From an optimization exercise on the open Yosys and OpenROAD flow, aimed at small area, a short achievable clock period and few clock cycles; shortcuts taken in it are not production practice.

## indigo
==> flow/design.v <==
module blind_frame_rx (
    input  wire       clk,
    input  wire       rst,         
    input  wire       in_valid,
    input  wire [7:0] in_data,
    output reg        in_ready,
    output reg        evt_valid,
    output reg  [1:0] evt_code,    
    output reg  [7:0] evt_arg0,
    output reg  [7:0] evt_arg1,
    output reg        pay_valid,
    output reg  [7:0] pay_data,
    output reg        pay_last,
    input  wire       pay_ready
);
    localparam [1:0] EV_NOISE    = 2'd0;
    localparam [1:0] EV_OVERFLOW = 2'd1;
    localparam [1:0] EV_FRAME    = 2'd2;
    localparam [1:0] EV_CRC_ERR  = 2'd3;
    localparam N = 254;                 
    function [7:0] inc;
        input [7:0] x;
        inc = (x == N - 1) ? 8'd0 : x + 8'd1;
    endfunction
    function [7:0] crc8_step;
        input [7:0] a;
        input [7:0] b;
        integer i;
        reg [7:0] c;
        begin
            c = a ^ b;
            for (i = 0; i < 8; i = i + 1)
                c = c[7] ? ((c << 1) ^ 8'h07) : (c << 1);
            crc8_step = c;
        end
    endfunction
    reg       a_v, b_v;
    reg [7:0] a_d, b_d;
    wire      push = in_valid && in_ready;
    wire      pop;
    always @(posedge clk) begin
        if (rst) begin
            a_v      <= 1'b0;
            b_v      <= 1'b0;
            in_ready <= 1'b1;
        end else begin
            if (!a_v || pop) begin
                a_v      <= b_v || push;
                b_v      <= 1'b0;
                in_ready <= 1'b1;
            end else if (push) begin
                b_v      <= 1'b1;
                in_ready <= 1'b0;
            end
        end
    end
    always @(posedge clk) begin
        if (!a_v || pop)
            a_d <= b_v ? b_d : in_data;
        if (in_ready)
            b_d <= in_data;
    end
    reg  [7:0] ring [0:N-1];
    reg  [7:0] wdata;
    genvar g;
    generate
        for (g = 0; g < N; g = g + 1) begin : st
            if (g == 1) begin : wt
                always @(posedge clk)
                    ring[g] <= pop ? wdata : ring[g - 1];
            end else begin : sh
                always @(posedge clk)
                    ring[g] <= ring[(g + N - 1) % N];
            end
        end
    endgenerate
    localparam S0 = 0, S1 = 1, S2 = 2, SP = 3, SE = 4, SO = 5;
    reg  [5:0] s;                       
    reg  [7:0] wd;                      
    reg  [7:0] bq0, bq1;                
    reg  [7:0] occ;                     
    reg        full;                    
    reg        w_al, r_al;              
    reg  [7:0] k;                       
    reg        k1;                      
    reg        big;                     
    reg  [7:0] len, id, crc;
    reg  [7:0] rem;                     
    reg        rem0, rem1;              
    reg        skip;                    
    reg        bq_v0, bq_v1;            
    reg        occ_z, fs_nz;            
    wire       in_frame = s[SE] || (s[SP] && !big);
    wire       ac_nz    = in_frame ? fs_nz : !occ_z;
    wire       main_free = !pay_valid || pay_ready;      
    wire       consume  = r_al && ac_nz && (rem0 || skip || main_free);
    wire       wait_bq;                 
    assign     pop     = a_v && w_al && (!full || consume) && !wait_bq;
    wire       idle    = !a_v && s[S0] && occ_z;
    wire [8:0] rd_sum  = {1'b0, wd} + {1'b0, occ};         
    wire [7:0] occ_keep = consume ? occ - 8'd1 : occ;
    wire [7:0] occ_inc  = consume ? occ : occ + 8'd1;
    reg  [7:0] fs_r;                    
    wire [7:0] fs_rn    = consume ? fs_r - 8'd1 : fs_r;
    wire [7:0] b        = a_d;
    wire       is_aa    = (b == 8'hAA);
    wire       len_big  = (b[7:2] == 6'h3f) && (b[1:0] != 2'b00);
    wire       crc_ok   = (crc == b);
    wire       mark     = s[SE] && !crc_ok && (len != 8'd0);
    assign     wait_bq  = mark && bq_v1;
    wire       bq_at    = bq_v0 && (bq0 == 8'd0);
    wire       bq_hit   = consume && rem0 && bq_at;
    always @(*) begin
        wdata = 8'h00;
        if ((s[S2] && !len_big) || (s[SP] && !big))
            wdata = b;
    end
    always @(posedge clk) begin
        evt_code <= s[SE] ? (crc_ok ? EV_FRAME : EV_CRC_ERR) :
                    s[SO] ? EV_OVERFLOW : EV_NOISE;
        evt_arg0 <= s[SE] ? (crc_ok ? id : crc) : b;
        evt_arg1 <= s[SE] ? (crc_ok ? len : b) : 8'h00;
        if (pop) begin
            if (s[S1]) id <= b;
            if (s[S2]) len <= b;
            if (s[S1])
                crc <= crc8_step(8'h00, b);
            else if (s[S2] || (s[SP] && !big))
                crc <= crc8_step(crc, b);
        end
        fs_r <= (pop && s[S2]) ? occ_keep : fs_rn;
        fs_nz <= (pop && s[S2]) ? (consume ? (occ != 8'd1) : !occ_z) :
                 (fs_nz && !(consume && fs_r == 8'd1));
        if (pop && s[S2]) begin
            big <= len_big;
            k   <= len_big ? 8'd253 : b;
            k1  <= (b == 8'd1);
        end
        if (pop && s[SP]) begin
            k  <= k - 8'd1;
            k1 <= (k == 8'd2);
        end
        bq0 <= bq_hit ? bq1 - 8'd1 : consume ? bq0 - 8'd1 : bq0;
        bq1 <= consume ? bq1 - 8'd1 : bq1;
        if (pop && mark) begin
            if (bq_hit ? !bq_v1 : !bq_v0)
                bq0 <= fs_rn;
            else
                bq1 <= fs_rn;
        end
    end
    always @(posedge clk) begin
        if (rst) begin
            s         <= 6'b000001;
            wd        <= 8'd0;
            occ       <= 8'd0;
            full      <= 1'b0;
            occ_z     <= 1'b1;
            w_al      <= 1'b1;
            r_al      <= 1'b1;
            bq_v0     <= 1'b0;
            bq_v1     <= 1'b0;
            evt_valid <= 1'b0;
        end else begin
            evt_valid <= pop && ((s[S0] && !is_aa) || s[SE] || s[SO]);
            if (!idle && !pop)
                wd <= inc(wd);
            w_al <= pop ? 1'b1 :
                    idle ? w_al : (wd == N - 1);
            r_al <= consume ? 1'b1 :
                    idle ? r_al : (rd_sum == N - 1) || (rd_sum == 2 * N - 1);
            occ <= pop ? occ_inc : occ_keep;
            occ_z <= !pop && (consume ? (occ == 8'd1) : occ_z);
            full  <= !pop ? (full && !consume) : (consume ? full : (occ == N - 1));
            if (bq_hit) begin
                bq_v0 <= bq_v1;
                bq_v1 <= 1'b0;
            end
            if (pop && mark) begin
                if (bq_hit ? !bq_v1 : !bq_v0)
                    bq_v0 <= 1'b1;
                else
                    bq_v1 <= 1'b1;
            end
            if (pop) begin
                s <= 6'b0;
                if (s[S0]) s[is_aa ? S1 : S0] <= 1'b1;
                if (s[S1]) s[S2] <= 1'b1;
                if (s[S2]) s[(b == 8'd0) ? SE : SP] <= 1'b1;
                if (s[SP]) s[!k1 ? SP : big ? SO : SE] <= 1'b1;
                if (s[SE] || s[SO]) s[S0] <= 1'b1;
            end
        end
    end
    wire [7:0] rdata = ring[0];
    always @(posedge clk) begin
        if (rst) begin
            rem0 <= 1'b1;
        end else if (consume) begin
            if (rem0) begin
                skip <= bq_at;
                rem  <= rdata;
                rem0 <= (rdata == 8'd0);
                rem1 <= (rdata == 8'd1);
            end else begin
                rem  <= rem - 8'd1;
                rem0 <= rem1;
                rem1 <= (rem == 8'd2);
            end
        end
    end
    wire       out_push  = consume && !rem0 && !skip;
    always @(posedge clk) begin
        if (rst)
            pay_valid <= 1'b0;
        else if (main_free)
            pay_valid <= out_push;
    end
    reg  [7:0] pd_q;
    reg        pl_q;
    always @(posedge clk) begin
        pd_q     <= main_free ? rdata : pay_data;
        pl_q     <= main_free ? rem1 : pay_last;
        pay_data <= main_free ? rdata : pd_q;
        pay_last <= main_free ? rem1 : pl_q;
    end
endmodule
Settings: LEC_CHECK=0, CAP_MARGIN=20, CORE_MARGIN=2, CORE_UTILIZATION=55, CTS_CLUSTER_DIAMETER=80, CTS_CLUSTER_SIZE=34, SLEW_MARGIN=20; clock period 9.0 ns.
standard.sh (not shown) runs the stock make flow with config.mk's settings and CLKGATE_MAP_FILE= SYNTH_SCRIPT=/design/flow/synth_recipe.tcl, a recipe that flattens the netlist after the stock synthesis.
==> flow/flow/run.sh <==
#!/bin/bash
set -euo pipefail
bash standard.sh \
    "BUFFER_PORTS_ARGS=-buffer_cell sky130_fd_sc_hd__buf_4" \
    SETUP_SLACK_MARGIN=6 \
    finish > make_finish.log 2>&1
Changes in willow relative to indigo:
--- a/flow/design.v
+++ b/flow/design.v
@@ -141,6 +141,6 @@
             k1 <= (k == 8'd2);
         end
-        bq0 <= bq_hit ? bq1 - 8'd1 : consume ? bq0 - 8'd1 : bq0;
-        bq1 <= consume ? bq1 - 8'd1 : bq1;
+        bq0 <= (bq_hit ? bq1 : bq0) - {7'd0, consume};
+        bq1 <= bq1 - {7'd0, consume};
         if (pop && mark) begin
             if (bq_hit ? !bq_v1 : !bq_v0)
## What came out
Non-clock buffer count: willow lower than indigo
Largest net degree at the start of global routing is higher on willow
Post-synthesis share of cell area spent on xor and xnor gates in willow vs indigo: down 0.19 points
On die span in x, willow and indigo are basically level.
End-of-flow core utilization, willow and indigo: higher on indigo
No functional check of the RTL was part of any run of this note.

port drivers added, routing unchanged:
The flow's constraints put no driver on any port. The routed layouts listed below were extracted and timed again, unchanged, in two steps. Step 1 assumes that a clkbuf_16 drives the clock port and a buf_2 every other input. Step 2, shift: input delay + t, output delay - t, t = (earliest + latest rising clock arrival at the registers) / 2. This alone moves slack from input paths to output paths. a / b / c = no drivers / after step 1 / after step 2; a / b = the first two.
| run | t (ns) | slack for setup (ns) | cell pins on the clock port's net |
|---|---|---|---|
| indigo | 0.711 | 5.995 / 5.974 / 5.276 | 1 |
| willow | 0.707 | 5.460 / 5.412 / 4.705 | 1 |
After both steps setup and hold are still met in every run listed. The setup slack of willow, which loses most, moves by -0.048 ns with the drivers and by -0.755 ns with both steps.
